Source: an optimization exercise on an open RTL-to-GDS flow (aim: small area). Production flows keep margins and buffers that such runs may drop. At most, simulation tests tie the RTL to the original design; equivalence was not proved. The RTL of run 2 was laid out without a check of its function. Power and IR drop assume default switching activity.

--- standard.sh ---
#!/bin/bash
# synth_recipe.tcl (not shown) runs the flow's synth.tcl, then flattens the netlist and writes it again
# the make line also repeats each setting of config.mk as NAME=value (left out here)
make -C /OpenROAD-flow-scripts/flow DESIGN_CONFIG=/design/flow/config.mk WORK_HOME=/design/flow/orfs CLKGATE_MAP_FILE= SYNTH_SCRIPT=/design/flow/synth_recipe.tcl "${@:-finish}"
--- design.v ---
module dkb_xcvr (
    input  wire        clk,
    input  wire        rst,           
    input  wire        start,
    input  wire [2:0]  op,
    output wire        busy,
    input  wire        host_we,
    input  wire [6:0]  host_addr,
    input  wire [15:0] host_wdata,
    output wire [15:0] host_rdata,
    output wire        ie,
    input  wire        line_i,
    output wire        drv_oe,
    output wire        drv_o
);
    localparam [2:0] OP_DELAY     = 3'd0;
    localparam [2:0] OP_TX        = 3'd1;
    localparam [2:0] OP_RX        = 3'd2;
    localparam [2:0] OP_XFER      = 3'd3;
    localparam [2:0] OP_IDENTIFY  = 3'd4;
    localparam [2:0] OP_ORIGINATE = 3'd5;
    localparam [2:0] OP_POLL      = 3'd6;
    localparam [2:0] OP_RESPOND   = 3'd7;
    localparam [3:0] S_IDLE     = 4'd0;
    localparam [3:0] S_DLYS     = 4'd1;
    localparam [3:0] S_LOAD     = 4'd2;
    localparam [3:0] S_CFG      = 4'd3;
    localparam [3:0] S_MASK     = 4'd4;
    localparam [3:0] S_TX       = 4'd5;
    localparam [3:0] S_RX       = 4'd6;
    localparam [3:0] S_CLASSIFY = 4'd7;
    localparam [3:0] S_TURN     = 4'd8;
    localparam [3:0] S_RESTORE  = 4'd9;
    localparam [1:0] RX_WAIT_LOW  = 2'd0;
    localparam [1:0] RX_WAIT_HIGH = 2'd1;
    localparam [1:0] RX_MEASURE   = 2'd2;
    reg [3:0]  seq;
    reg [2:0]  opr;
    reg [1:0]  rxs;
    reg [20:0] cnt;
    reg [3:0]  txidx;        
    reg [7:0]  sh;           
    reg        ie_r;         
    reg [7:0]  arg_n;
    reg [7:0]  arg_max;
    reg        arg_rumble;
    reg [15:0] arg_delay;
    reg [3:0]  res_count;    
    reg        res_ok;
    reg [2:0]  res_code;     
    reg [7:0]  txbuf      [0:2];
    reg [7:0]  rxbuf      [0:9];
    reg [7:0]  status_rec [0:2];
    reg [7:0]  origin_rec [0:9];
    reg [7:0]  report_rec [0:7];
    wire idle    = (seq == S_IDLE);
    wire respond = (opr == OP_RESPOND);
    assign busy = !idle;
    wire session = opr[2] || (opr[1] && opr[0]);
    wire masked  = session && (seq == S_TX || seq == S_RX || seq == S_CLASSIFY ||
                               seq == S_TURN || seq == S_RESTORE);
    assign ie = ie_r && !masked;
    wire z_hi  = (cnt[20:6] == 15'd0);
    wire z6    = (cnt[5:0] == 6'd0);
    wire zero  = z_hi && z6;
    wire one   = z_hi && (cnt[5:1] == 5'd0) && cnt[0];
    reg [2:0] tx_sp;
    always @(*) begin
        if (!respond)         tx_sp = (seq == S_RX) ? 3'd2 : 3'd1;
        else if (res_code == 3'd1) tx_sp = 3'd3;
        else if (res_code == 3'd2) tx_sp = 3'd4;
        else                  tx_sp = 3'd5;
    end
    wire [2:0] r_sp  = idle ? host_addr[6:4] : tx_sp;
    wire [3:0] r_idx = idle ? host_addr[3:0] : txidx;
    wire [5:0]  sp;
    wire [15:0] d16;
    genvar gj;
    generate
        for (gj = 0; gj < 6; gj = gj + 1) begin : g_sp
            assign sp[gj] = (r_sp == gj);
        end
        for (gj = 0; gj < 16; gj = gj + 1) begin : g_d16
            assign d16[gj] = (r_idx == gj);
        end
    endgenerate
    wire [2:0] sel_tx = {3{sp[1]}} & d16[2:0];
    wire [2:0] sel_st = {3{sp[3]}} & d16[2:0];
    wire [9:0] sel_rx = {10{sp[2]}} & d16[9:0];
    wire [9:0] sel_or = {10{sp[4]}} & d16[9:0];
    wire [7:0] sel_rp = {8{sp[5]}} & d16[7:0];
    wire [8:0] sel_rg = {9{sp[0]}} & d16[8:0];
    wire [7:0] rbyte;
    wire rd_n0_0;
    dkb_aoi222 u_rd0_0 (sel_tx[0], txbuf[0][0], sel_tx[1], txbuf[1][0], sel_tx[2], txbuf[2][0], rd_n0_0);
    wire rd_n0_1;
    dkb_aoi222 u_rd0_1 (sel_rx[0], rxbuf[0][0], sel_rx[1], rxbuf[1][0], sel_rx[2], rxbuf[2][0], rd_n0_1);
    wire rd_n0_2;
    dkb_aoi222 u_rd0_2 (sel_rx[3], rxbuf[3][0], sel_rx[4], rxbuf[4][0], sel_rx[5], rxbuf[5][0], rd_n0_2);
    wire rd_n0_3;
    dkb_aoi222 u_rd0_3 (sel_rx[6], rxbuf[6][0], sel_rx[7], rxbuf[7][0], sel_rx[8], rxbuf[8][0], rd_n0_3);
    wire rd_n0_4;
    dkb_aoi222 u_rd0_4 (sel_rx[9], rxbuf[9][0], sel_st[0], status_rec[0][0], sel_st[1], status_rec[1][0], rd_n0_4);
    wire rd_n0_5;
    dkb_aoi222 u_rd0_5 (sel_st[2], status_rec[2][0], sel_or[0], origin_rec[0][0], sel_or[1], origin_rec[1][0], rd_n0_5);
    wire rd_n0_6;
    dkb_aoi222 u_rd0_6 (sel_or[2], origin_rec[2][0], sel_or[3], origin_rec[3][0], sel_or[4], origin_rec[4][0], rd_n0_6);
    wire rd_n0_7;
    dkb_aoi222 u_rd0_7 (sel_or[5], origin_rec[5][0], sel_or[6], origin_rec[6][0], sel_or[7], origin_rec[7][0], rd_n0_7);
    wire rd_n0_8;
    dkb_aoi222 u_rd0_8 (sel_or[8], origin_rec[8][0], sel_or[9], origin_rec[9][0], sel_rp[0], report_rec[0][0], rd_n0_8);
    wire rd_n0_9;
    dkb_aoi222 u_rd0_9 (sel_rp[1], report_rec[1][0], sel_rp[2], report_rec[2][0], sel_rp[3], report_rec[3][0], rd_n0_9);
    wire rd_n0_10;
    dkb_aoi222 u_rd0_10 (sel_rp[4], report_rec[4][0], sel_rp[5], report_rec[5][0], sel_rp[6], report_rec[6][0], rd_n0_10);
    wire rd_n0_11;
    dkb_aoi222 u_rd0_11 (sel_rp[7], report_rec[7][0], sel_rg[1], arg_n[0], sel_rg[2], arg_max[0], rd_n0_11);
    wire rd_n0_12;
    dkb_aoi222 u_rd0_12 (sel_rg[3], arg_rumble, sel_rg[4], arg_delay[0], sel_rg[5], res_count[0], rd_n0_12);
    wire rd_n0_13;
    dkb_aoi222 u_rd0_13 (sel_rg[6], res_ok, sel_rg[7], res_code[0], sel_rg[8], ie_r, rd_n0_13);
    assign rbyte[0] = !(rd_n0_0 & rd_n0_1 & rd_n0_2 & rd_n0_3 & rd_n0_4 & rd_n0_5 & rd_n0_6 & rd_n0_7 & rd_n0_8 & rd_n0_9 & rd_n0_10 & rd_n0_11 & rd_n0_12 & rd_n0_13);
    wire rd_n1_0;
    dkb_aoi222 u_rd1_0 (sel_tx[0], txbuf[0][1], sel_tx[1], txbuf[1][1], sel_tx[2], txbuf[2][1], rd_n1_0);
    wire rd_n1_1;
    dkb_aoi222 u_rd1_1 (sel_rx[0], rxbuf[0][1], sel_rx[1], rxbuf[1][1], sel_rx[2], rxbuf[2][1], rd_n1_1);
    wire rd_n1_2;
    dkb_aoi222 u_rd1_2 (sel_rx[3], rxbuf[3][1], sel_rx[4], rxbuf[4][1], sel_rx[5], rxbuf[5][1], rd_n1_2);
    wire rd_n1_3;
    dkb_aoi222 u_rd1_3 (sel_rx[6], rxbuf[6][1], sel_rx[7], rxbuf[7][1], sel_rx[8], rxbuf[8][1], rd_n1_3);
    wire rd_n1_4;
    dkb_aoi222 u_rd1_4 (sel_rx[9], rxbuf[9][1], sel_st[0], status_rec[0][1], sel_st[1], status_rec[1][1], rd_n1_4);
    wire rd_n1_5;
    dkb_aoi222 u_rd1_5 (sel_st[2], status_rec[2][1], sel_or[0], origin_rec[0][1], sel_or[1], origin_rec[1][1], rd_n1_5);
    wire rd_n1_6;
    dkb_aoi222 u_rd1_6 (sel_or[2], origin_rec[2][1], sel_or[3], origin_rec[3][1], sel_or[4], origin_rec[4][1], rd_n1_6);
    wire rd_n1_7;
    dkb_aoi222 u_rd1_7 (sel_or[5], origin_rec[5][1], sel_or[6], origin_rec[6][1], sel_or[7], origin_rec[7][1], rd_n1_7);
    wire rd_n1_8;
    dkb_aoi222 u_rd1_8 (sel_or[8], origin_rec[8][1], sel_or[9], origin_rec[9][1], sel_rp[0], report_rec[0][1], rd_n1_8);
    wire rd_n1_9;
    dkb_aoi222 u_rd1_9 (sel_rp[1], report_rec[1][1], sel_rp[2], report_rec[2][1], sel_rp[3], report_rec[3][1], rd_n1_9);
    wire rd_n1_10;
    dkb_aoi222 u_rd1_10 (sel_rp[4], report_rec[4][1], sel_rp[5], report_rec[5][1], sel_rp[6], report_rec[6][1], rd_n1_10);
    wire rd_n1_11;
    dkb_aoi222 u_rd1_11 (sel_rp[7], report_rec[7][1], sel_rg[1], arg_n[1], sel_rg[2], arg_max[1], rd_n1_11);
    wire rd_n1_12;
    dkb_aoi222 u_rd1_12 (sel_rg[4], arg_delay[1], sel_rg[5], res_count[1], sel_rg[7], res_code[1], rd_n1_12);
    assign rbyte[1] = !(rd_n1_0 & rd_n1_1 & rd_n1_2 & rd_n1_3 & rd_n1_4 & rd_n1_5 & rd_n1_6 & rd_n1_7 & rd_n1_8 & rd_n1_9 & rd_n1_10 & rd_n1_11 & rd_n1_12);
    wire rd_n2_0;
    dkb_aoi222 u_rd2_0 (sel_tx[0], txbuf[0][2], sel_tx[1], txbuf[1][2], sel_tx[2], txbuf[2][2], rd_n2_0);
    wire rd_n2_1;
    dkb_aoi222 u_rd2_1 (sel_rx[0], rxbuf[0][2], sel_rx[1], rxbuf[1][2], sel_rx[2], rxbuf[2][2], rd_n2_1);
    wire rd_n2_2;
    dkb_aoi222 u_rd2_2 (sel_rx[3], rxbuf[3][2], sel_rx[4], rxbuf[4][2], sel_rx[5], rxbuf[5][2], rd_n2_2);
    wire rd_n2_3;
    dkb_aoi222 u_rd2_3 (sel_rx[6], rxbuf[6][2], sel_rx[7], rxbuf[7][2], sel_rx[8], rxbuf[8][2], rd_n2_3);
    wire rd_n2_4;
    dkb_aoi222 u_rd2_4 (sel_rx[9], rxbuf[9][2], sel_st[0], status_rec[0][2], sel_st[1], status_rec[1][2], rd_n2_4);
    wire rd_n2_5;
    dkb_aoi222 u_rd2_5 (sel_st[2], status_rec[2][2], sel_or[0], origin_rec[0][2], sel_or[1], origin_rec[1][2], rd_n2_5);
    wire rd_n2_6;
    dkb_aoi222 u_rd2_6 (sel_or[2], origin_rec[2][2], sel_or[3], origin_rec[3][2], sel_or[4], origin_rec[4][2], rd_n2_6);
    wire rd_n2_7;
    dkb_aoi222 u_rd2_7 (sel_or[5], origin_rec[5][2], sel_or[6], origin_rec[6][2], sel_or[7], origin_rec[7][2], rd_n2_7);
    wire rd_n2_8;
    dkb_aoi222 u_rd2_8 (sel_or[8], origin_rec[8][2], sel_or[9], origin_rec[9][2], sel_rp[0], report_rec[0][2], rd_n2_8);
    wire rd_n2_9;
    dkb_aoi222 u_rd2_9 (sel_rp[1], report_rec[1][2], sel_rp[2], report_rec[2][2], sel_rp[3], report_rec[3][2], rd_n2_9);
    wire rd_n2_10;
    dkb_aoi222 u_rd2_10 (sel_rp[4], report_rec[4][2], sel_rp[5], report_rec[5][2], sel_rp[6], report_rec[6][2], rd_n2_10);
    wire rd_n2_11;
    dkb_aoi222 u_rd2_11 (sel_rp[7], report_rec[7][2], sel_rg[1], arg_n[2], sel_rg[2], arg_max[2], rd_n2_11);
    wire rd_n2_12;
    dkb_aoi222 u_rd2_12 (sel_rg[4], arg_delay[2], sel_rg[5], res_count[2], sel_rg[7], res_code[2], rd_n2_12);
    assign rbyte[2] = !(rd_n2_0 & rd_n2_1 & rd_n2_2 & rd_n2_3 & rd_n2_4 & rd_n2_5 & rd_n2_6 & rd_n2_7 & rd_n2_8 & rd_n2_9 & rd_n2_10 & rd_n2_11 & rd_n2_12);
    wire rd_n3_0;
    dkb_aoi222 u_rd3_0 (sel_tx[0], txbuf[0][3], sel_tx[1], txbuf[1][3], sel_tx[2], txbuf[2][3], rd_n3_0);
    wire rd_n3_1;
    dkb_aoi222 u_rd3_1 (sel_rx[0], rxbuf[0][3], sel_rx[1], rxbuf[1][3], sel_rx[2], rxbuf[2][3], rd_n3_1);
    wire rd_n3_2;
    dkb_aoi222 u_rd3_2 (sel_rx[3], rxbuf[3][3], sel_rx[4], rxbuf[4][3], sel_rx[5], rxbuf[5][3], rd_n3_2);
    wire rd_n3_3;
    dkb_aoi222 u_rd3_3 (sel_rx[6], rxbuf[6][3], sel_rx[7], rxbuf[7][3], sel_rx[8], rxbuf[8][3], rd_n3_3);
    wire rd_n3_4;
    dkb_aoi222 u_rd3_4 (sel_rx[9], rxbuf[9][3], sel_st[0], status_rec[0][3], sel_st[1], status_rec[1][3], rd_n3_4);
    wire rd_n3_5;
    dkb_aoi222 u_rd3_5 (sel_st[2], status_rec[2][3], sel_or[0], origin_rec[0][3], sel_or[1], origin_rec[1][3], rd_n3_5);
    wire rd_n3_6;
    dkb_aoi222 u_rd3_6 (sel_or[2], origin_rec[2][3], sel_or[3], origin_rec[3][3], sel_or[4], origin_rec[4][3], rd_n3_6);
    wire rd_n3_7;
    dkb_aoi222 u_rd3_7 (sel_or[5], origin_rec[5][3], sel_or[6], origin_rec[6][3], sel_or[7], origin_rec[7][3], rd_n3_7);
    wire rd_n3_8;
    dkb_aoi222 u_rd3_8 (sel_or[8], origin_rec[8][3], sel_or[9], origin_rec[9][3], sel_rp[0], report_rec[0][3], rd_n3_8);
    wire rd_n3_9;
    dkb_aoi222 u_rd3_9 (sel_rp[1], report_rec[1][3], sel_rp[2], report_rec[2][3], sel_rp[3], report_rec[3][3], rd_n3_9);
    wire rd_n3_10;
    dkb_aoi222 u_rd3_10 (sel_rp[4], report_rec[4][3], sel_rp[5], report_rec[5][3], sel_rp[6], report_rec[6][3], rd_n3_10);
    wire rd_n3_11;
    dkb_aoi222 u_rd3_11 (sel_rp[7], report_rec[7][3], sel_rg[1], arg_n[3], sel_rg[2], arg_max[3], rd_n3_11);
    wire rd_n3_12 = !((sel_rg[4] & arg_delay[3]) | (sel_rg[5] & res_count[3]));
    assign rbyte[3] = !(rd_n3_0 & rd_n3_1 & rd_n3_2 & rd_n3_3 & rd_n3_4 & rd_n3_5 & rd_n3_6 & rd_n3_7 & rd_n3_8 & rd_n3_9 & rd_n3_10 & rd_n3_11 & rd_n3_12);
    wire rd_n4_0;
    dkb_aoi222 u_rd4_0 (sel_tx[0], txbuf[0][4], sel_tx[1], txbuf[1][4], sel_tx[2], txbuf[2][4], rd_n4_0);
    wire rd_n4_1;
    dkb_aoi222 u_rd4_1 (sel_rx[0], rxbuf[0][4], sel_rx[1], rxbuf[1][4], sel_rx[2], rxbuf[2][4], rd_n4_1);
    wire rd_n4_2;
    dkb_aoi222 u_rd4_2 (sel_rx[3], rxbuf[3][4], sel_rx[4], rxbuf[4][4], sel_rx[5], rxbuf[5][4], rd_n4_2);
    wire rd_n4_3;
    dkb_aoi222 u_rd4_3 (sel_rx[6], rxbuf[6][4], sel_rx[7], rxbuf[7][4], sel_rx[8], rxbuf[8][4], rd_n4_3);
    wire rd_n4_4;
    dkb_aoi222 u_rd4_4 (sel_rx[9], rxbuf[9][4], sel_st[0], status_rec[0][4], sel_st[1], status_rec[1][4], rd_n4_4);
    wire rd_n4_5;
    dkb_aoi222 u_rd4_5 (sel_st[2], status_rec[2][4], sel_or[0], origin_rec[0][4], sel_or[1], origin_rec[1][4], rd_n4_5);
    wire rd_n4_6;
    dkb_aoi222 u_rd4_6 (sel_or[2], origin_rec[2][4], sel_or[3], origin_rec[3][4], sel_or[4], origin_rec[4][4], rd_n4_6);
    wire rd_n4_7;
    dkb_aoi222 u_rd4_7 (sel_or[5], origin_rec[5][4], sel_or[6], origin_rec[6][4], sel_or[7], origin_rec[7][4], rd_n4_7);
    wire rd_n4_8;
    dkb_aoi222 u_rd4_8 (sel_or[8], origin_rec[8][4], sel_or[9], origin_rec[9][4], sel_rp[0], report_rec[0][4], rd_n4_8);
    wire rd_n4_9;
    dkb_aoi222 u_rd4_9 (sel_rp[1], report_rec[1][4], sel_rp[2], report_rec[2][4], sel_rp[3], report_rec[3][4], rd_n4_9);
    wire rd_n4_10;
    dkb_aoi222 u_rd4_10 (sel_rp[4], report_rec[4][4], sel_rp[5], report_rec[5][4], sel_rp[6], report_rec[6][4], rd_n4_10);
    wire rd_n4_11;
    dkb_aoi222 u_rd4_11 (sel_rp[7], report_rec[7][4], sel_rg[1], arg_n[4], sel_rg[2], arg_max[4], rd_n4_11);
    wire rd_n4_12 = !((sel_rg[4] & arg_delay[4]));
    assign rbyte[4] = !(rd_n4_0 & rd_n4_1 & rd_n4_2 & rd_n4_3 & rd_n4_4 & rd_n4_5 & rd_n4_6 & rd_n4_7 & rd_n4_8 & rd_n4_9 & rd_n4_10 & rd_n4_11 & rd_n4_12);
    wire rd_n5_0;
    dkb_aoi222 u_rd5_0 (sel_tx[0], txbuf[0][5], sel_tx[1], txbuf[1][5], sel_tx[2], txbuf[2][5], rd_n5_0);
    wire rd_n5_1;
    dkb_aoi222 u_rd5_1 (sel_rx[0], rxbuf[0][5], sel_rx[1], rxbuf[1][5], sel_rx[2], rxbuf[2][5], rd_n5_1);
    wire rd_n5_2;
    dkb_aoi222 u_rd5_2 (sel_rx[3], rxbuf[3][5], sel_rx[4], rxbuf[4][5], sel_rx[5], rxbuf[5][5], rd_n5_2);
    wire rd_n5_3;
    dkb_aoi222 u_rd5_3 (sel_rx[6], rxbuf[6][5], sel_rx[7], rxbuf[7][5], sel_rx[8], rxbuf[8][5], rd_n5_3);
    wire rd_n5_4;
    dkb_aoi222 u_rd5_4 (sel_rx[9], rxbuf[9][5], sel_st[0], status_rec[0][5], sel_st[1], status_rec[1][5], rd_n5_4);
    wire rd_n5_5;
    dkb_aoi222 u_rd5_5 (sel_st[2], status_rec[2][5], sel_or[0], origin_rec[0][5], sel_or[1], origin_rec[1][5], rd_n5_5);
    wire rd_n5_6;
    dkb_aoi222 u_rd5_6 (sel_or[2], origin_rec[2][5], sel_or[3], origin_rec[3][5], sel_or[4], origin_rec[4][5], rd_n5_6);
    wire rd_n5_7;
    dkb_aoi222 u_rd5_7 (sel_or[5], origin_rec[5][5], sel_or[6], origin_rec[6][5], sel_or[7], origin_rec[7][5], rd_n5_7);
    wire rd_n5_8;
    dkb_aoi222 u_rd5_8 (sel_or[8], origin_rec[8][5], sel_or[9], origin_rec[9][5], sel_rp[0], report_rec[0][5], rd_n5_8);
    wire rd_n5_9;
    dkb_aoi222 u_rd5_9 (sel_rp[1], report_rec[1][5], sel_rp[2], report_rec[2][5], sel_rp[3], report_rec[3][5], rd_n5_9);
    wire rd_n5_10;
    dkb_aoi222 u_rd5_10 (sel_rp[4], report_rec[4][5], sel_rp[5], report_rec[5][5], sel_rp[6], report_rec[6][5], rd_n5_10);
    wire rd_n5_11;
    dkb_aoi222 u_rd5_11 (sel_rp[7], report_rec[7][5], sel_rg[1], arg_n[5], sel_rg[2], arg_max[5], rd_n5_11);
    wire rd_n5_12 = !((sel_rg[4] & arg_delay[5]));
    assign rbyte[5] = !(rd_n5_0 & rd_n5_1 & rd_n5_2 & rd_n5_3 & rd_n5_4 & rd_n5_5 & rd_n5_6 & rd_n5_7 & rd_n5_8 & rd_n5_9 & rd_n5_10 & rd_n5_11 & rd_n5_12);
    wire rd_n6_0;
    dkb_aoi222 u_rd6_0 (sel_tx[0], txbuf[0][6], sel_tx[1], txbuf[1][6], sel_tx[2], txbuf[2][6], rd_n6_0);
    wire rd_n6_1;
    dkb_aoi222 u_rd6_1 (sel_rx[0], rxbuf[0][6], sel_rx[1], rxbuf[1][6], sel_rx[2], rxbuf[2][6], rd_n6_1);
    wire rd_n6_2;
    dkb_aoi222 u_rd6_2 (sel_rx[3], rxbuf[3][6], sel_rx[4], rxbuf[4][6], sel_rx[5], rxbuf[5][6], rd_n6_2);
    wire rd_n6_3;
    dkb_aoi222 u_rd6_3 (sel_rx[6], rxbuf[6][6], sel_rx[7], rxbuf[7][6], sel_rx[8], rxbuf[8][6], rd_n6_3);
    wire rd_n6_4;
    dkb_aoi222 u_rd6_4 (sel_rx[9], rxbuf[9][6], sel_st[0], status_rec[0][6], sel_st[1], status_rec[1][6], rd_n6_4);
    wire rd_n6_5;
    dkb_aoi222 u_rd6_5 (sel_st[2], status_rec[2][6], sel_or[0], origin_rec[0][6], sel_or[1], origin_rec[1][6], rd_n6_5);
    wire rd_n6_6;
    dkb_aoi222 u_rd6_6 (sel_or[2], origin_rec[2][6], sel_or[3], origin_rec[3][6], sel_or[4], origin_rec[4][6], rd_n6_6);
    wire rd_n6_7;
    dkb_aoi222 u_rd6_7 (sel_or[5], origin_rec[5][6], sel_or[6], origin_rec[6][6], sel_or[7], origin_rec[7][6], rd_n6_7);
    wire rd_n6_8;
    dkb_aoi222 u_rd6_8 (sel_or[8], origin_rec[8][6], sel_or[9], origin_rec[9][6], sel_rp[0], report_rec[0][6], rd_n6_8);
    wire rd_n6_9;
    dkb_aoi222 u_rd6_9 (sel_rp[1], report_rec[1][6], sel_rp[2], report_rec[2][6], sel_rp[3], report_rec[3][6], rd_n6_9);
    wire rd_n6_10;
    dkb_aoi222 u_rd6_10 (sel_rp[4], report_rec[4][6], sel_rp[5], report_rec[5][6], sel_rp[6], report_rec[6][6], rd_n6_10);
    wire rd_n6_11;
    dkb_aoi222 u_rd6_11 (sel_rp[7], report_rec[7][6], sel_rg[1], arg_n[6], sel_rg[2], arg_max[6], rd_n6_11);
    wire rd_n6_12 = !((sel_rg[4] & arg_delay[6]));
    assign rbyte[6] = !(rd_n6_0 & rd_n6_1 & rd_n6_2 & rd_n6_3 & rd_n6_4 & rd_n6_5 & rd_n6_6 & rd_n6_7 & rd_n6_8 & rd_n6_9 & rd_n6_10 & rd_n6_11 & rd_n6_12);
    wire rd_n7_0;
    dkb_aoi222 u_rd7_0 (sel_tx[0], txbuf[0][7], sel_tx[1], txbuf[1][7], sel_tx[2], txbuf[2][7], rd_n7_0);
    wire rd_n7_1;
    dkb_aoi222 u_rd7_1 (sel_rx[0], rxbuf[0][7], sel_rx[1], rxbuf[1][7], sel_rx[2], rxbuf[2][7], rd_n7_1);
    wire rd_n7_2;
    dkb_aoi222 u_rd7_2 (sel_rx[3], rxbuf[3][7], sel_rx[4], rxbuf[4][7], sel_rx[5], rxbuf[5][7], rd_n7_2);
    wire rd_n7_3;
    dkb_aoi222 u_rd7_3 (sel_rx[6], rxbuf[6][7], sel_rx[7], rxbuf[7][7], sel_rx[8], rxbuf[8][7], rd_n7_3);
    wire rd_n7_4;
    dkb_aoi222 u_rd7_4 (sel_rx[9], rxbuf[9][7], sel_st[0], status_rec[0][7], sel_st[1], status_rec[1][7], rd_n7_4);
    wire rd_n7_5;
    dkb_aoi222 u_rd7_5 (sel_st[2], status_rec[2][7], sel_or[0], origin_rec[0][7], sel_or[1], origin_rec[1][7], rd_n7_5);
    wire rd_n7_6;
    dkb_aoi222 u_rd7_6 (sel_or[2], origin_rec[2][7], sel_or[3], origin_rec[3][7], sel_or[4], origin_rec[4][7], rd_n7_6);
    wire rd_n7_7;
    dkb_aoi222 u_rd7_7 (sel_or[5], origin_rec[5][7], sel_or[6], origin_rec[6][7], sel_or[7], origin_rec[7][7], rd_n7_7);
    wire rd_n7_8;
    dkb_aoi222 u_rd7_8 (sel_or[8], origin_rec[8][7], sel_or[9], origin_rec[9][7], sel_rp[0], report_rec[0][7], rd_n7_8);
    wire rd_n7_9;
    dkb_aoi222 u_rd7_9 (sel_rp[1], report_rec[1][7], sel_rp[2], report_rec[2][7], sel_rp[3], report_rec[3][7], rd_n7_9);
    wire rd_n7_10;
    dkb_aoi222 u_rd7_10 (sel_rp[4], report_rec[4][7], sel_rp[5], report_rec[5][7], sel_rp[6], report_rec[6][7], rd_n7_10);
    wire rd_n7_11;
    dkb_aoi222 u_rd7_11 (sel_rp[7], report_rec[7][7], sel_rg[1], arg_n[7], sel_rg[2], arg_max[7], rd_n7_11);
    wire rd_n7_12 = !((sel_rg[4] & arg_delay[7]));
    assign rbyte[7] = !(rd_n7_0 & rd_n7_1 & rd_n7_2 & rd_n7_3 & rd_n7_4 & rd_n7_5 & rd_n7_6 & rd_n7_7 & rd_n7_8 & rd_n7_9 & rd_n7_10 & rd_n7_11 & rd_n7_12);
    assign host_rdata = {{8{sel_rg[4]}} & arg_delay[15:8], rbyte};
    reg [3:0] txlen;
    always @(*) begin
        case (opr)
            OP_TX, OP_XFER: txlen = {2'd0, arg_n[1:0]};
            OP_POLL:        txlen = 4'd3;
            OP_RESPOND:     txlen = (res_code == 3'd1) ? 4'd3 : (res_code == 3'd2) ? 4'd10 : 4'd8;
            default:        txlen = 4'd1;
        endcase
    end
    wire tx_stop = (txidx == txlen);
    wire tx_bit  = tx_stop || rbyte[cnt[8:6]];
    wire tx_low  = tx_bit ? (cnt[5:4] == 2'b11) : (cnt[5:4] != 2'b00);
    assign drv_oe = (seq == S_CFG) || (seq == S_MASK && !respond) || (seq == S_TX);
    assign drv_o  = !(seq == S_TX && tx_low);
    reg [3:0] maxlen;
    always @(*) begin
        case (opr)
            OP_IDENTIFY,
            OP_RESPOND:   maxlen = 4'd3;
            OP_ORIGINATE: maxlen = 4'd10;
            OP_POLL:      maxlen = 4'd8;
            default:      maxlen = arg_max[3:0];
        endcase
    end
    wire [7:0] rx_v     = {sh[6:0], line_i};
    wire [3:0] txidx_inc = txidx + 4'd1;
    wire rx_full   = (txidx_inc == maxlen);
    wire rx_sample = (seq == S_RX) && (rxs == RX_MEASURE) && zero;
    wire rx_store  = rx_sample && sh[7];
    wire rx_wait   = (seq == S_RX) && (rxs != RX_MEASURE);
    wire rx_hit    = line_i == (rxs == RX_WAIT_HIGH);
    wire rx_exit   = (rx_wait && !rx_hit && zero) || (rx_store && rx_full);
    reg [2:0] cls_code;
    always @(*) begin
        if (txidx == 4'd1)      cls_code = (res_code == 3'd1 || res_code == 3'd2) ? res_code : 3'd0;
        else if (txidx == 4'd3) cls_code = res_code;
        else                    cls_code = 3'd0;
    end
    wire n_ok = (arg_n   >= 8'd1) && (arg_n   <= 8'd3);
    wire m_ok = (arg_max >= 8'd1) && (arg_max <= 8'd10);
    reg  start_ok;
    always @(*) begin
        case (op)
            OP_TX:   start_ok = n_ok;
            OP_RX:   start_ok = m_ok;
            OP_XFER: start_ok = n_ok && m_ok;
            default: start_ok = 1'b1;
        endcase
    end
    wire go = idle && start && start_ok;
    wire enter_tx = (go && op == OP_TX) ||
                    (seq == S_MASK && !respond) ||
                    (seq == S_TURN && zero);
    wire tx_end   = (seq == S_TX) && z6 && tx_stop;
    wire enter_rx = (go && op == OP_RX) ||
                    (seq == S_MASK && respond) ||
                    (tx_end && opr != OP_TX && !respond);
    wire hw = idle && host_we;
    wire [3:0] h_idx = host_addr[3:0];
    reg [7:0] wd;
    always @(*) begin
        if (idle)                wd = host_wdata[7:0];
        else if (seq == S_RX)    wd = rx_v;
        else if (seq == S_LOAD)  wd = {1'b0, opr != OP_IDENTIFY, 5'd0, opr == OP_ORIGINATE};
        else if (seq == S_CFG)   wd = 8'h03;
        else                     wd = {7'd0, arg_rumble};
    end
    wire poll = (opr == OP_POLL);
    wire rx_store_buf = rx_store && !respond;
    wire op_wr = (seq == S_LOAD) || ((seq == S_CFG || seq == S_MASK) && poll);
    integer i;
    always @(posedge clk) begin
        for (i = 0; i < 3; i = i + 1) begin
            if ((hw || op_wr) && sel_tx[i])
                txbuf[i] <= wd;
            if (hw && sel_st[i])
                status_rec[i] <= host_wdata[7:0];
        end
        for (i = 0; i < 10; i = i + 1) begin
            if ((hw || rx_store_buf) && sel_rx[i])
                rxbuf[i] <= wd;
            if (hw && sel_or[i])
                origin_rec[i] <= host_wdata[7:0];
        end
        for (i = 0; i < 8; i = i + 1) begin
            if (hw && sel_rp[i])
                report_rec[i] <= host_wdata[7:0];
        end
    end
    always @(posedge clk) begin
        cnt <= cnt - 21'd1;
        if (go && op == OP_DELAY)
            cnt <= {5'd0, arg_delay};
        if (enter_tx)
            cnt <= 21'd0;
        if (enter_rx)
            cnt <= {21{1'b1}};
        if (rx_wait && rx_hit)
            cnt <= (rxs == RX_WAIT_HIGH) ? 21'd127 : 21'd31;
        if (rx_sample && !rx_exit)
            cnt <= 21'd127;
        if (seq == S_CLASSIFY)
            cnt <= 21'd127;
        if (go)
            opr <= op;
        if (enter_tx)
            txidx <= 4'hf;
        else if (enter_rx || go)
            txidx <= 4'd0;
        else if ((seq == S_TX && z6 && cnt[8:6] == 3'd0 && !tx_stop) ||
                 rx_store || seq == S_LOAD || seq == S_CFG)
            txidx <= txidx_inc;
        if (enter_rx) begin
            rxs <= RX_WAIT_LOW;
            sh  <= 8'd1;
        end else if (rx_wait && rx_hit) begin
            rxs <= (rxs == RX_WAIT_HIGH) ? RX_WAIT_LOW : RX_MEASURE;
        end else if (rx_sample) begin
            rxs <= RX_WAIT_HIGH;
            sh  <= sh[7] ? 8'd1 : rx_v;
        end
    end
    always @(posedge clk) begin
        if (rst) begin
            if (masked) ie_r <= 1'b0;
        end else if (hw && sel_rg[8]) begin
            ie_r <= host_wdata[0];
        end
    end
    always @(posedge clk) begin
        if (rst) begin
            seq        <= S_IDLE;
            arg_n      <= 8'd0;
            arg_max    <= 8'd0;
            arg_rumble <= 1'b0;
            arg_delay  <= 16'd0;
            res_count  <= 4'd0;
            res_ok     <= 1'b0;
            res_code   <= 3'd0;
        end else begin
            if (hw) begin
                if (sel_rg[1]) arg_n      <= host_wdata[7:0];
                if (sel_rg[2]) arg_max    <= host_wdata[7:0];
                if (sel_rg[3]) arg_rumble <= host_wdata[0];
                if (sel_rg[4]) arg_delay  <= host_wdata;
            end
            if (enter_rx && !(seq == S_MASK && respond))
                res_count <= 4'd0;
            else if (rx_store_buf)
                res_count <= txidx_inc;
            if (rx_store && respond) begin
                case (txidx[1:0])
                    2'd0:    res_code <= (rx_v == 8'h00) ? 3'd1 :
                                         (rx_v == 8'h41) ? 3'd2 :
                                         (rx_v == 8'h40) ? 3'd3 : 3'd0;
                    2'd1:    res_code <= (res_code == 3'd3 && rx_v == 8'h03) ? 3'd3 : 3'd0;
                    default: res_code <= (res_code == 3'd3) ? 3'd3 + {1'b0, rx_v[1:0]} : 3'd0;
                endcase
            end
            case (seq)
                S_IDLE: begin
                    if (go) begin
                        case (op)
                            OP_DELAY:   if (arg_delay != 16'd0) seq <= S_DLYS;
                            OP_TX:      seq <= S_TX;
                            OP_RX:      seq <= S_RX;
                            OP_XFER:    seq <= S_CFG;
                            OP_RESPOND: seq <= S_MASK;
                            default:    seq <= S_LOAD;
                        endcase
                    end
                end
                S_DLYS:  if (one) seq <= S_IDLE;
                S_LOAD:  seq <= S_CFG;
                S_CFG:   seq <= S_MASK;
                S_MASK: begin
                    seq  <= respond ? S_RX : S_TX;
                end
                S_TX: begin
                    if (tx_end) begin
                        if (opr == OP_TX) seq <= S_IDLE;
                        else if (respond) seq <= S_RESTORE;
                        else              seq <= S_RX;
                    end
                end
                S_RX: begin
                    if (rx_exit) begin
                        if (opr == OP_RX) seq <= S_IDLE;
                        else if (respond) seq <= S_CLASSIFY;
                        else              seq <= S_RESTORE;
                    end
                end
                S_CLASSIFY: begin
                    res_code <= cls_code;
                    seq      <= (cls_code == 3'd0) ? S_RESTORE : S_TURN;
                end
                S_TURN:     if (zero) seq <= S_TX;
                S_RESTORE: begin
                    seq  <= S_IDLE;
                    if (!respond && opr != OP_XFER)
                        res_ok <= (res_count == maxlen);
                end
                default: seq <= S_IDLE;
            endcase
        end
    end
endmodule
module dkb_aoi222 (
    input  wire a1, input wire a2,
    input  wire b1, input wire b2,
    input  wire c1, input wire c2,
    output wire y
);
    assign y = !((a1 && a2) || (b1 && b2) || (c1 && c2));
endmodule
--- constraint.sdc ---
create_clock -name core_clock -period 8.0 [get_ports {clk}]
set_input_delay 1.6000 -clock core_clock [delete_from_list [all_inputs] [get_ports {clk}]]
set_output_delay 1.6000 -clock core_clock [all_outputs]
set_load 0.01 [all_outputs]
--- config.mk ---
export PLATFORM = sky130hd
export DESIGN_NAME = dkb_xcvr
export DESIGN_NICKNAME = dkb_xcvr
export VERILOG_FILES = /design/flow/design.v
export SDC_FILE = /design/flow/constraint.sdc
export NUM_CORES = 4
export LEC_CHECK = 0
export CAP_MARGIN = 0
export CORE_MARGIN = 2
export CORE_UTILIZATION = 40
export CTS_BUF_LIST = sky130_fd_sc_hd__clkbuf_8
export CTS_CLUSTER_DIAMETER = 70
export CTS_CLUSTER_SIZE = 16
export SLEW_MARGIN = 0
export SYNTH_HIERARCHICAL = 1
--- flow/run.sh ---
#!/bin/bash
# Standard ORFS layout with three changes that only shrink buffering:
#  - port buffers use the smallest buffer cell (buffer_ports -buffer_cell)
#  - timing-driven global placement does not keep its trial buffers
#    (repair_design after placement still fixes every slew/cap violation)
#  - clock tree synthesis adds no dummy loads
# The synthesis is the standard one, run unchanged first.
set -euo pipefail
bash standard.sh synth > synth.log 2>&1
export BUFFER_PORTS_ARGS="-buffer_cell sky130_fd_sc_hd__buf_1"
export GPL_KEEP_OVERFLOW=0
export CTS_ARGS="-sink_clustering_enable -repair_clock_nets -dont_use_dummy_load -buf_list sky130_fd_sc_hd__clkbuf_8 -sink_clustering_size 16 -sink_clustering_max_diameter 70"
bash standard.sh finish > layout.log 2>&1
==> impl_metrics.yaml, run 1 <==
synthesis:
  synthArstFlopShare: 0
  synth-edff-count: 276
  syn_inst: 1201
  syn_nets: 1240
  ys_warn_count: 17
  synth_area_leaders: "edfxtp_1, dfxtp_1, a222oi_1"
  yosysMostFrequentCell: "edfxtp_1"
  synth_seq_area_share: 0.653
  syn_area_per_cell_sq_um: 12.6
  netlist_area_sq_mm: 0.0151
  synthTopCellsByCount: "edfxtp_1, nor2_1, nand2_1"
  ys_ff_latch: 356
  yosys.area.top_type: "edfxtp_1"
  synthFlopType: "edfxtp_1"
  yosysTopAreaCellShare: 0.547
  synthDistinctLibCells: 80
power:
  switching_share: 0.357
  p_comb_frac: 0.294
  power_frac_seq: 0.515
  power.switching_mw: 1.62
  power_density_mw_per_mm2: 280
  fin_total_pwr_mw: 4.55
  p_leak_nw: 5.07
  peakVddDrop_v: 0.000163
  clkPwrFrac: 0.191
  internal_power_mw: 2.93
clock_tree:
  htree_num_levels: 1
  hold_buffers: 0
  cts_buffer_depth: 3
  postCtsSetupBuffers: 0
  root_buffer: "clkbuf_8"
  clk_latency_ps: 640
  cts_sinks: 356
  tritoncts: "done"
  clk_pin_slew_ps: 90
  cts_buffers: 28
  post_cts_resized: 0
setup_path:
  crit_type: "flip-flop to output port"
  crit_slowest_cell: "edfxtp_1"
  worstPathCellList: "nand3_1, or4b_2, and3_1, a21o_1, nand2_1, nor2_1, a222oi_1, nand4_1, or3_1, a221o_1, o21a_1, o31a_1, buf_1"
  cp-end-kind: "output port"
  rr_worst_depth: 7
  cp_max_fo: 20
  crit_arrival_ps: 5960
  cp-start-kind: "flip-flop"
  critPathMaxStageDelay_ps: 820
  required_ps: 6400
place:
  numPlacedInstances: 1718
  numPortBuffers: 50
  gp_congestion: 0.928
  place_worst_setup_slack_ps: 1120
  dpl_cell_area_sq_mm: 0.0158
  hpwl_um: 29700
timing:
  worst_pin_slew_ps: 1370
  finalHoldViolations: 0
  setup_violations: 0
  fin_ws_ps: 439
  period_share: 0.945
  slew_violations: 0
  maxSlewHeadroom: 0.0836
  finClkSkew_ps: 71.2
  fmax_ghz: 0.132
  worst_hold_slack_ps: 508
  rsz0062_at_grt: "no"
  post-route-min-period_ps: 7560
final_layout:
  area_growth_pct: 7.15
  stdcell_count: 1749
  fin_area_sq_mm: 0.0162
  nNetsFinal: 1278
  fillers: 3524
  drive_gt1_frac: 0.0534
worst_hold_path:
  hp-class: "flip-flop to flip-flop"
  whs_path_depth: 2
global_route:
  grt_pass1_wl_um: 64200
  antenna_found_initial: 3
  grt_max_degree: 46
  grt_pass1_vias: 9876
  grt_util_all_layers: 0.218
  grt_overflow: 0
floorplanning:
  die_w_um: 199
  core_sq_mm: 0.0375
  io-pin-count: 51
  die_y_um: 199
  initial_core_util: 0.404
  die_area_sq_mm: 0.0394
  rows: 71
flow_run:
  drv_cap: 0
detailed_routing:
  dr.pass1.iters: 8
  num_vias: 10751
  avgRoutedWirePerCell_um: 24.6
  via_per_inst: 6.15
  drc: 0
  drtIter0Drc: 1704
  finalWirelength_um: 43000
  drtAntennaViolNets: 0
outcome:
  outcome: "complete, no violations"
area by class of cell:
type	instances	area [sq um]	area share
well taps	511	639	0.0394
clock buffers	28	385	0.0237
inverters	16	60.1	0.00370
flip-flops and latches	356	9890	0.609
diodes	1	2.50	0.000154
repair buffers	56	278	0.0171
multi-input cells	781	4980	0.307
power groups by stage:
stage	Sequential (mW)	Clock (mW)	Combinational, mW
floorplan	2.29	0	0.895
global placement	2.38	0	1.27
detailed placement	2.38	0	1.32
CTS	2.34	0.890	1.32
global route	2.36	0.947	1.45
finish	2.34	0.871	1.34
Yosys stat by module, one instance, submodules excluded:
module | times used | cells
dkb_aoi222 | 100 | 1
dkb_xcvr | 1 | 1101
worst max-delay path: cells and delay by family (launching register included):
family	cells	cell delay (ps)
buf+inv	1	150
simple gates	7	2630
flops	1	820
compound gates	5	1770
final timing paths:
path | from | end | slack, ps
min | arg_delay[11] | arg_delay[11] | 510
max reg2reg | seq[1] | arg_delay[13] | 3140
max | opr[2] | drv_o | 440
min reg2reg | arg_delay[11] | arg_delay[11] | 510
layout by cell type (no fill, tap or decap), types with 28 or more instances in the layout:
cell	netlist	layout
clkbuf_8	2	28
nor2_1	145	145
a222oi_1	100	100
buf_1	2	45
nand2_1	112	112
dfxtp_1	80	80
nand4_1	28	28
edfxtp_1	276	276
a21oi_1	64	64
nand3_1	29	29
cells by family (layout without fill, tap and decap cells):
family	Yosys count	count (layout)	synth area share
adders and majority gates	8	8	0.00661
muxes	22	22	0.0146
AOI/OAI and AO/OA	282	282	0.147
buffers and inverters	64	100	0.0195
DFF	356	356	0.653
and+or+nand+nor	439	439	0.142
xor gates and xnor gates	30	30	0.0173
other	0	1	0
stage by stage:
| step | setup TNS [ps] | utilization |
|---|---|---|
| final | 0 | 0.433 |
| after global placement | -1280 | 0.420 |
| after floorplan | 0 | - |
| after global routing | 0 | 0.433 |
| after CTS | 0 | 0.432 |
| after detailed placement | 0 | 0.422 |
per-layer routing:
| metal | routed length [um] | global-route usage | vias up |
|---|---|---|---|
| met4 | 898 | 0.0475 | 4 |
| met2 | 19600 | 0.337 | 506 |
| met3 | 3110 | 0.0309 | 59 |
| li1 | - | - | 4843 |
| met5 | 27 | 0 | - |
| met1 | 19300 | 0.325 | 5339 |
registers in the layout (all words and copies together), names as in the netlist, 16 cells and up:
name / flops
status_rec: 24
arg_delay: 16
cnt: 21
report_rec: 64
origin_rec: 80
txbuf: 24
rxbuf: 80
==> run 2: changes to the inputs <==
--- a/design.v
+++ b/design.v
@@ -455,6 +455,8 @@
                 res_count <= 4'd0;
             else if (rx_store_buf)
                 res_count <= txidx_inc;
+            if (rx_exit && opr[2] && !respond)
+                res_ok <= rx_store && rx_full;
             if (rx_store && respond) begin
                 case (txidx[1:0])
                     2'd0:    res_code <= (rx_v == 8'h00) ? 3'd1 :
@@ -504,8 +506,6 @@
                 S_TURN:     if (zero) seq <= S_TX;
                 S_RESTORE: begin
                     seq  <= S_IDLE;
-                    if (!respond && opr != OP_XFER)
-                        res_ok <= (res_count == maxlen);
                 end
                 default: seq <= S_IDLE;
             endcase
==> run 2 against run 1 <==
Clock skew increased by 37 ps. Critical path depth unchanged. Count of clock-buffer cells in the layout unchanged. Global-route usage increased by 0.40 points. Highest routed layer is now met4. Sequential power about the same. Flip-flop and latch count unchanged. Critical path type unchanged. Die area increased by 0.66%. Via count increased by 1.1%. First-iteration DRC count decreased by 0.41%. Power decreased by 3.4%.
==> impl_metrics.yaml, run 2 <==
outcome:
  outcome: "complete, no violations"
synthesis:
  yosys.area.top_type: "edfxtp_1"
  syn_inst: 1211
  yosysTopAreaCellShare: 0.544
  ys_ff_latch: 356
  synth_seq_area_share: 0.649
  synthTopCellsByCount: "edfxtp_1, nor2_1, a222oi_1"
  synth-edff-count: 276
  synth_area_leaders: "edfxtp_1, dfxtp_1, a222oi_1"
  syn_nets: 1250
  netlist_area_sq_mm: 0.0152
  ys_warn_count: 17
  syn_area_per_cell_sq_um: 12.6
  synthFlopType: "edfxtp_1"
  synthArstFlopShare: 0
  synthDistinctLibCells: 79
  yosysMostFrequentCell: "edfxtp_1"
global_route:
  grt_max_degree: 45
  grt_util_all_layers: 0.222
  grt_pass1_vias: 10209
  grt_overflow: 0
  antenna_found_initial: 1
  grt_pass1_wl_um: 65100
setup_path:
  crit_type: "flip-flop to output port"
  timing.rr.start: "cnt[7]"
  ff2ff_setup_slack_ps: 3570
  r2r-end: "rxbuf[8][4]"
  crit_arrival_ps: 5760
  cp-startpoint: "seq[1]"
  critPathMostFrequentCell: "nor2_1"
  cp-end-kind: "output port"
  worstPathCellList: "nor4_4, inv_2, and4_1, a31oi_2, nor2_1, a222oi_1, nand4_1, or4_1, nand2_1, o2111ai_1, nor2_1, a32oi_1, buf_1"
  crit_slowest_cell: "nor4_4"
  cp-start-kind: "flip-flop"
  critPathMaxStageDelay_ps: 750
  rr_worst_depth: 7
  cp_max_fo: 26
  required_ps: 6400
final_layout:
  mostFrequentLayoutCells: "edfxtp_1, nor2_1, a222oi_1"
  nNetsFinal: 1279
  drive_gt1_frac: 0.0687
  fillers: 3504
  fin_area_sq_mm: 0.0163
  stdcell_count: 1750
  final_common_cell: "edfxtp_1"
  top_regs: "origin_rec x80, rxbuf x80, report_rec x64"
  area_growth_pct: 7.16
timing:
  rsz0062_at_grt: "no"
  finalHoldViolations: 0
  worst_pin_slew_ps: 1330
  slew_violations: 0
  fin_ws_ps: 642
  period_share: 0.920
  fmax_ghz: 0.136
  post-route-min-period_ps: 7360
  setup_violations: 0
  worst_hold_slack_ps: 499
  maxSlewHeadroom: 0.115
  finClkSkew_ps: 108
worst_hold_path:
  hp-start: "sh[1]"
  holdPathEnd: "sh[1]"
  hp-class: "flip-flop to flip-flop"
  whs_path_depth: 2
clock_tree:
  clk_pin_slew_ps: 90
  cts_sinks: 356
  root_buffer: "clkbuf_8"
  clk_latency_ps: 650
  cts_buffer_depth: 3
  postCtsSetupBuffers: 0
  tritoncts: "done"
  htree_num_levels: 1
  cts_buffers: 28
  hold_buffers: 0
floorplanning:
  rows: 71
  die_area_sq_mm: 0.0397
  die_y_um: 199
  die_w_um: 199
  core_sq_mm: 0.0376
  io-pin-count: 51
  initial_core_util: 0.406
detailed_routing:
  via_per_inst: 6.21
  drtAntennaViolNets: 0
  num_vias: 10874
  avgRoutedWirePerCell_um: 25.3
  finalWirelength_um: 44200
  drtIter0Drc: 1697
  drc: 0
  dr.pass1.iters: 9
power:
  p_leak_nw: 4.97
  peakVddDrop_v: 0.000213
  power_density_mw_per_mm2: 269
place:
  numPlacedInstances: 1719
  place_worst_setup_slack_ps: 787
  gp_congestion: 0.915
  numPortBuffers: 50
  dpl_cell_area_sq_mm: 0.0159
  hpwl_um: 30900
flow_run:
  drv_cap: 0
[run 2: per-stage QoR]
stage          power, mW  setup TNS [ps]   util
6_report            4.39               0  0.435
5_1_grt             4.58               0  0.435
4_1_cts             4.38               0  0.434
3_5_place_dp        3.54               0  0.424
3_3_place_gp        3.49           -3070  0.421
2_1_floorplan       3.10               0      -
[run 2: power breakdown]
part,total (mW),switching [mW],internal (mW)
clock,0.861,0.549,0.312
combinational,1.18,0.803,0.375
sequential,2.35,0.176,2.18
total,4.39,1.53,2.86
[run 2: worst max path at each step]
stage                     depth (start not counted)    end  slack [ps]
after detailed placement                         12  drv_o         790
final                                            13  drv_o         640
after floorplan                                  13  drv_o        2190
after global placement                           12  drv_o        -830
after CTS                                        13  drv_o         290
after global routing                             12  drv_o         360
[run 2: area by class of cell]
cell class | instances | area, sq um | area share
clock buffer | 28 | 385 | 0.0236
inverter | 15 | 56.3 | 0.00345
sequential | 356 | 9890 | 0.605
timing repair buffer | 57 | 288 | 0.0176
multi-input combinational | 782 | 5080 | 0.311
antenna | 1 | 2.50 | 0.000153
tap | 511 | 639 | 0.0391
[run 2: per-module statistics from Yosys, one instance, submodules excluded]
module      flip-flops and latches  times used
dkb_xcvr                       356           1
dkb_aoi222                       0         100
[run 2: per-layer routing]
metal	share of wire	up-vias	global-route usage
li1	-	4879	-
met1	0.42	5386	0.311
met2	0.45	551	0.348
met3	0.10	58	0.0508
met4	0.026	0	0.0567
met5	0	-	0
[run 2: critical path, delay by kind of cell (launching register included)]
kind	cells	cell delay, ps
AOI/OAI and AO/OA	4	1530
buffers and inverters	2	560
DFF	1	600
and+or+nand+nor	7	2500
[run 2: cell families after synthesis]
family	synth area share
AND/OR/NAND/NOR	0.148
flip-flops	0.649
AO/OA/AOI/OAI	0.146
buffers and inverters	0.0204
XOR/XNOR	0.0149
multiplexers	0.0161
adder cells (fa/ha/maj)	0.00656
[run 2: repair_timing]
| item | in CTS | in global routing |
|---|---|---|
| hold endpoints to repair | 0 | 0 |
| endpoints found under the setup margin | 0 | 1 |
| resized for setup | 0 | 1 |
==> run 3: changes to the inputs <==
--- a/design.v
+++ b/design.v
@@ -455,8 +455,6 @@
                 res_count <= 4'd0;
             else if (rx_store_buf)
                 res_count <= txidx_inc;
-            if (rx_exit && opr[2] && !respond)
-                res_ok <= rx_store && rx_full;
             if (rx_store && respond) begin
                 case (txidx[1:0])
                     2'd0:    res_code <= (rx_v == 8'h00) ? 3'd1 :
@@ -506,6 +504,8 @@
                 S_TURN:     if (zero) seq <= S_TX;
                 S_RESTORE: begin
                     seq  <= S_IDLE;
+                    if (!respond && opr != OP_XFER)
+                        res_ok <= (res_count == maxlen);
                 end
                 default: seq <= S_IDLE;
             endcase
--- a/flow/run.sh
+++ b/flow/run.sh
@@ -9,5 +9,5 @@
 bash standard.sh synth > synth.log 2>&1
 export BUFFER_PORTS_ARGS="-buffer_cell sky130_fd_sc_hd__buf_1"
 export GPL_KEEP_OVERFLOW=0
-export CTS_ARGS="-sink_clustering_enable -repair_clock_nets -dont_use_dummy_load -buf_list sky130_fd_sc_hd__clkbuf_8 -sink_clustering_size 16 -sink_clustering_max_diameter 70"
+export CTS_ARGS="-sink_clustering_enable -repair_clock_nets -dont_use_dummy_load -buf_list sky130_fd_sc_hd__clkbuf_8 -sink_clustering_size 14 -sink_clustering_max_diameter 100"
 bash standard.sh finish > layout.log 2>&1
==> config.mk (replaced) <==
export PLATFORM = sky130hd
export DESIGN_NAME = dkb_xcvr
export DESIGN_NICKNAME = dkb_xcvr
export VERILOG_FILES = /design/flow/design.v
export SDC_FILE = /design/flow/constraint.sdc
export NUM_CORES = 4
export LEC_CHECK = 0
export CAP_MARGIN = 5
export CORE_MARGIN = 2
export CORE_UTILIZATION = 40
export CTS_BUF_LIST = sky130_fd_sc_hd__clkbuf_8
export CTS_CLUSTER_DIAMETER = 100
export CTS_CLUSTER_SIZE = 14
export SLEW_MARGIN = 5
export SYNTH_HIERARCHICAL = 1
==> run 3 against run 2 <==
Largest power group unchanged. Still clean. Clock power up 2.6%. Synthesized cell count down 0.83%. Critical endpoint unchanged. Maximum frequency down 3.8%. Worst setup slack worse by 290 ps. Register-to-register slack better by 30 ps.
==> impl_metrics.yaml, run 3 <==
timing:
  slew_violations: 0
  finalHoldViolations: 0
  finClkSkew_ps: 77.9
  worst_pin_slew_ps: 1290
  setup_violations: 0
  maxSlewHeadroom: 0.142
  rsz0062_at_grt: "no"
  period_share: 0.957
  tns_ps: 0
  post-route-min-period_ps: 7650
  fin_ws_ps: 348
  fmax_ghz: 0.131
detailed_routing:
  num_vias: 10895
  dr.pass1.iters: 9
  routed.top_layer: "met5"
  avgRoutedWirePerCell_um: 24.7
  drtIter0Drc: 1796
  drtAntennaViolNets: 0
  via_per_inst: 6.23
  met3_length_um: 3720
  finalWirelength_um: 43100
  dr_wl_met2_um: 19000
  m1WireLength_um: 19100
  drc: 0
clock_tree:
  post_cts_resized: 0
  cts_buffer_depth: 3
  htree_num_levels: 1
  clk_pin_slew_ps: 120
  clk_latency_ps: 640
  hold_buffers: 0
  tritoncts: "done"
  cts_sinks: 356
  root_buffer: "clkbuf_8"
  postCtsSetupBuffers: 0
  cts_buffers: 29
floorplanning:
  die_y_um: 199
  initial_core_util: 0.404
  core_sq_mm: 0.0375
  io-pin-count: 51
  die_area_sq_mm: 0.0394
  rows: 71
  die_w_um: 199
synthesis:
  synthTopCellsByCount: "edfxtp_1, nor2_1, nand2_1"
  synthFlopType: "edfxtp_1"
  ys_ff_latch: 356
  synth_area_leaders: "edfxtp_1, dfxtp_1, a222oi_1"
  syn_area_per_cell_sq_um: 12.6
  yosysTopAreaCellShare: 0.547
  yosysMostFrequentCell: "edfxtp_1"
  synthArstFlopShare: 0
  synth-edff-count: 276
  syn_nets: 1240
  synthDistinctLibCells: 80
  yosys.area.top_type: "edfxtp_1"
  synth_seq_area_share: 0.653
  ys_warn_count: 17
  netlist_area_sq_mm: 0.0151
  syn_inst: 1201
global_route:
  antenna_found_initial: 1
  grt_overflow: 0
  grt_max_degree: 33
  grt_pass1_vias: 9898
  grt_pass1_wl_um: 64100
  grt_util_all_layers: 0.218
power:
  peakVddDrop_v: 0.000122
  fin_total_pwr_mw: 4.56
  power_density_mw_per_mm2: 281
  p_leak_nw: 5.09
setup_path:
  cp-start-kind: "flip-flop"
  cp_max_fo: 25
  crit_arrival_ps: 6050
  required_ps: 6400
  cp-startpoint: "seq[1]"
  crit_type: "flip-flop to output port"
  cp-end-kind: "output port"
  timing.rr.start: "opr[2]"
final_layout:
  final_common_cell: "edfxtp_1"
  top_regs: "origin_rec x80, rxbuf x80, report_rec x64"
  nNetsFinal: 1280
  drive_gt1_frac: 0.0573
  area_growth_pct: 7.32
  num_antenna_cells: 0
  mostFrequentLayoutCells: "edfxtp_1, nor2_1, nand2_1"
outcome:
  outcome: "complete, no violations"
worst_hold_path:
  hp-start: "arg_delay[11]"
  hp-class: "flip-flop to flip-flop"
place:
  numPortBuffers: 50
  gp_congestion: 0.928
  hpwl_um: 29800
  place_worst_setup_slack_ps: 1080
flow_run:
  drv_cap: 0
-- run 3: cells by family (layout without fill, tap and decap cells) --
| kind of cell | count (synthesis) | count (layout) | share of synthesized area |
|---|---|---|---|
| AO/OA/AOI/OAI | 282 | 282 | 0.147 |
| flip-flops | 356 | 356 | 0.653 |
| XOR/XNOR | 30 | 30 | 0.0173 |
| multiplexers | 22 | 22 | 0.0146 |
| AND/OR/NAND/NOR | 439 | 439 | 0.142 |
| buffers and inverters | 64 | 102 | 0.0195 |
| adder cells (fa/ha/maj) | 8 | 8 | 0.00661 |
-- run 3: final cells by class --
cell class / instances / area (sq um)
Clock buffer: 29 / 399
Fill cell: 3532 / 21200
Inverter: 16 / 60.1
Multi-Input combinational cell: 781 / 4980
Sequential cell: 356 / 9890
Tap cell: 511 / 639
Timing Repair Buffer: 57 / 289
-- run 3: through the flow --
stage	hold slack (ps)	std cells	cell area, sq um	util
after floorplan	452	1201	15100	-
after global placement	483	1714	15700	0.420
after detailed placement	494	1718	15800	0.422
after CTS	509	1747	16200	0.432
after global routing	547	1750	16300	0.434
final	511	1750	16300	0.434
-- run 3: routing by layer --
| layer | up-vias | global-route usage |
|---|---|---|
| met1 | 5381 | 0.321 |
| met5 | - | 0 |
| li1 | 4842 | - |
| met3 | 79 | 0.0351 |
| met4 | 2 | 0.0661 |
| met2 | 591 | 0.329 |
-- run 3: critical path, cell delays in order, from the launching register on --
cell and delay [ps]:
dfxtp_1 600, nor4_4 800, inv_1 460, a31o_2 380, nand2_1 510, nor2_1 300
a222oi_1 530, nand4_1 270, or4_1 580, mux2i_1 240, a211oi_1 130, o21a_1 120
o31a_1 340, buf_1 150
-- run 3: final timing paths --
path | cells after the start | slack, ps | end
worst max-delay path | 13 | 350 | drv_o
worst min-delay path | 2 | 510 | arg_delay[11]
worst max register to register | 7 | 3600 | rxbuf[3][1]
worst min register to register | 2 | 510 | arg_delay[11]
-- run 3: power by group --
group          internal [mW]  leakage, nW  total, mW  switching (mW)
registers               2.19         3.14       2.34           0.151
logic                  0.417         1.74       1.34           0.920
clock network          0.323        0.209      0.883           0.560
total                   2.93         5.09       4.56            1.63
-- run 3: per-module statistics from Yosys (local to each module, per instance) --
module / flops+latches / copies in the design / cell area (sq um)
dkb_aoi222: 0 / 100 / 10.0
dkb_xcvr: 356 / 1 / 14100
==> run 4: changes to the inputs <==
--- a/flow/run.sh
+++ b/flow/run.sh
@@ -9,5 +9,5 @@
 bash standard.sh synth > synth.log 2>&1
 export BUFFER_PORTS_ARGS="-buffer_cell sky130_fd_sc_hd__buf_1"
 export GPL_KEEP_OVERFLOW=0
-export CTS_ARGS="-sink_clustering_enable -repair_clock_nets -dont_use_dummy_load -buf_list sky130_fd_sc_hd__clkbuf_8 -sink_clustering_size 14 -sink_clustering_max_diameter 100"
+export CTS_ARGS="-sink_clustering_enable -repair_clock_nets -dont_use_dummy_load -buf_list sky130_fd_sc_hd__clkbuf_4 -sink_clustering_size 9 -sink_clustering_max_diameter 50"
 bash standard.sh finish > layout.log 2>&1
==> config.mk (replaced) <==
export PLATFORM = sky130hd
export DESIGN_NAME = dkb_xcvr
export DESIGN_NICKNAME = dkb_xcvr
export VERILOG_FILES = /design/flow/design.v
export SDC_FILE = /design/flow/constraint.sdc
export NUM_CORES = 4
export LEC_CHECK = 0
export CAP_MARGIN = 0
export CORE_MARGIN = 2
export CORE_UTILIZATION = 40
export CTS_BUF_LIST = sky130_fd_sc_hd__clkbuf_4
export CTS_CLUSTER_DIAMETER = 50
export CTS_CLUSTER_SIZE = 9
export SLEW_MARGIN = 0
export SYNTH_HIERARCHICAL = 1
==> run 4 against run 3 <==
Still clean. Worst setup slack worse by 110 ps. First-iteration DRC count is 11% lower. Synthesized cell count unchanged. Critical path depth unchanged. Area after synthesis unchanged. Count of clock-buffer cells in the layout increased by 19. Register-to-register slack got worse by 130 ps. Critical endpoint unchanged. Largest power group unchanged. Highest routed layer unchanged.
==> impl_metrics.yaml, run 4 <==
setup_path:
  cp-end-kind: "output port"
  crit_type: "flip-flop to output port"
  crit_arrival_ps: 6160
  required_ps: 6400
  rr_worst_depth: 7
  worstSetupEndpoint: "drv_o"
  timing.rr.start: "opr[2]"
  r2r-end: "rxbuf[3][1]"
  cp_max_fo: 20
  cp-start-kind: "flip-flop"
  ff2ff_setup_slack_ps: 3470
  cp-startpoint: "opr[2]"
synthesis:
  yosys.area.top_type: "edfxtp_1"
  yosysMostFrequentCell: "edfxtp_1"
  synthFlopType: "edfxtp_1"
  netlist_area_sq_mm: 0.0151
  synthTopCellsByCount: "edfxtp_1, nor2_1, nand2_1"
  syn_nets: 1240
  ys_ff_latch: 356
  syn_inst: 1201
  synth-edff-count: 276
  ys_warn_count: 17
  syn_area_per_cell_sq_um: 12.6
  synth_seq_area_share: 0.653
  synth_area_leaders: "edfxtp_1, dfxtp_1, a222oi_1"
  yosysTopAreaCellShare: 0.547
  synthArstFlopShare: 0
  synthDistinctLibCells: 80
final_layout:
  drive_gt1_frac: 0.0685
  top_regs: "origin_rec x80, rxbuf x80, report_rec x64"
  area_growth_pct: 6.95
  nNetsFinal: 1297
  regArea_sq_mm: 0.00989
  fillers: 3533
  mostFrequentLayoutCells: "edfxtp_1, nor2_1, nand2_1"
  multi_input_area_sq_mm: 0.00498
  final_common_cell: "edfxtp_1"
  fin_area_sq_mm: 0.0162
power:
  power_frac_seq: 0.516
  switching_share: 0.363
  clkPwrFrac: 0.189
  p_leak_nw: 5.09
  internal_power_mw: 2.89
  peakVddDrop_v: 0.0000929
  fin_total_pwr_mw: 4.54
  power.switching_mw: 1.65
  power_density_mw_per_mm2: 280
  p_comb_frac: 0.295
detailed_routing:
  via_per_inst: 6.15
  num_vias: 10880
  drtAntennaViolNets: 0
  drc: 0
  drtIter0Drc: 1597
  dr.pass1.iters: 5
  avgRoutedWirePerCell_um: 24.6
  finalWirelength_um: 43500
clock_tree:
  postCtsSetupBuffers: 0
  hold_buffers: 0
  tritoncts: "done"
  post_cts_resized: 0
  clk_latency_ps: 790
  root_buffer: "clkbuf_4"
  cts_buffers: 48
  htree_num_levels: 2
  cts_buffer_depth: 3
  cts_sinks: 356
  clk_pin_slew_ps: 90
timing:
  worst_hold_slack_ps: 509
  slew_violations: 0
  fmax_ghz: 0.129
  finClkSkew_ps: 68.6
  rsz0062_at_grt: "no"
  tns_ps: 0
  finalHoldViolations: 0
  setup_violations: 0
  worst_pin_slew_ps: 1360
  period_share: 0.971
  post-route-min-period_ps: 7760
  maxSlewHeadroom: 0.0907
floorplanning:
  die_area_sq_mm: 0.0394
  die_w_um: 199
  die_y_um: 199
  io-pin-count: 51
  rows: 71
  core_sq_mm: 0.0375
  initial_core_util: 0.404
global_route:
  antenna_found_initial: 4
  grt_util_all_layers: 0.222
  grt_pass1_wl_um: 65000
  grt_overflow: 0
  grt_pass1_vias: 10051
  grt_max_degree: 46
place:
  numPortBuffers: 50
  gp_congestion: 0.928
  dpl_cell_area_sq_mm: 0.0158
  hpwl_um: 29700
flow_run:
  drv_cap: 0
outcome:
  outcome: "complete, no violations"
worst_hold_path:
  hp-class: "flip-flop to flip-flop"
[run 4: cell type report]
| cell class | instances | share of cell area |
|---|---|---|
| repair buffers | 55 | 0.0165 |
| flip-flops and latches | 356 | 0.610 |
| well taps | 511 | 0.0395 |
| clock buffers | 48 | 0.0222 |
| diodes | 2 | 0.000309 |
| multi-input cells | 781 | 0.307 |
| inverters | 16 | 0.00371 |
[run 4: per-module statistics from Yosys, one instance, submodules excluded]
module | copies in the design | cells inside
dkb_aoi222 | 100 | 1
dkb_xcvr | 1 | 1101
[run 4: how the worst min path moves through the flow]
stage | slack, ps | endpoint | from | cells past startpoint
floorplan | 450 | sh[6] | sh[6] | 2
detailed placement | 490 | arg_delay[11] | arg_delay[11] | 2
global route | 530 | arg_delay[11] | arg_delay[11] | 2
finish | 510 | arg_delay[11] | arg_delay[11] | 2
global placement | 480 | arg_delay[11] | arg_delay[11] | 2
CTS | 510 | arg_delay[11] | arg_delay[11] | 2
[run 4: metrics by stage]
step,cells,setup WS [ps],util
floorplan,1201,2360,-
global placement,1714,-854,0.420
detailed placement,1718,1120,0.422
CTS,1766,274,0.431
global route,1768,48.2,0.432
finish,1769,236,0.432
[run 4: logic make-up (layout without fill, tap and decap cells)]
| group | Yosys count | count (layout) | synth area share |
|---|---|---|---|
| mux | 22 | 22 | 0.0146 |
| buf+inv | 64 | 119 | 0.0195 |
| flops | 356 | 356 | 0.653 |
| xor+xnor | 30 | 30 | 0.0173 |
| simple gates | 439 | 439 | 0.142 |
| fa+ha+maj | 8 | 8 | 0.00661 |
| other cells | 0 | 2 | 0 |
| compound gates | 282 | 282 | 0.147 |
[run 4: power by group through the flow]
| stage | clock network [mW] | logic [mW] | registers [mW] |
|---|---|---|---|
| 2_1_floorplan | 0 | 0.895 | 2.29 |
| 3_5_place_dp | 0 | 1.32 | 2.38 |
| 6_report | 0.859 | 1.34 | 2.34 |
| 5_1_grt | 0.954 | 1.45 | 2.36 |
| 3_3_place_gp | 0 | 1.27 | 2.38 |
| 4_1_cts | 0.885 | 1.32 | 2.34 |
[run 4: worst max-delay path, cell delays in order, from the launching register on]
cell and delay (ps):
edfxtp_1 820, nand3_1 620, or4b_2 790, and3_1 230, a21o_1 200, nand2_1 260
nor2_1 220, a222oi_1 740, nand4_1 180, or3_1 370, a221o_1 300, o21a_1 200
o31a_1 330, buf_1 150
[run 4: layer usage]
layer	track usage	vias up	wire [um]	part of all wire
li1	-	4901	-	-
met1	0.324	5391	19300	0.44
met2	0.340	515	19600	0.45
met3	0.0443	69	3670	0.085
met4	0.0533	4	864	0.020
met5	0	-	27	0.00062

static timing again, ports no longer ideal:
No port has a modelled driver above. Below, the same layouts with a new extraction and two added sets of constraints.
Step 1 sets driving cells, clkbuf_16 on the clock port and buf_2 on the other inputs (assumed; they add their load-dependent delay and slew).
Step 2 times the ports against the registers' clock, not the clock port: input delays grow and output delays shrink by t, the midpoint of the rising clock arrivals with the driver on.
Three values: no drivers, after step 1, after step 2; two values: the first two.
run | t (ns) | setup slack, ns | worst setup path after step 2 | worst slew at a driven data input, ns | cell pins on the clock port's net
run 1 | 0.656 | 0.439 / 0.389 / 1.045 | register to output | 0.10 | 1
run 2 | 0.639 | 0.642 / 0.595 / 0.818 | input to output | 0.09 | 1
run 3 | 0.641 | 0.348 / 0.303 / 0.944 | register to output | 0.10 | 1
run 4 | 0.804 | 0.236 / 0.189 / 0.993 | register to output | 0.09 | 1
After both steps setup and hold are still met in every run listed.
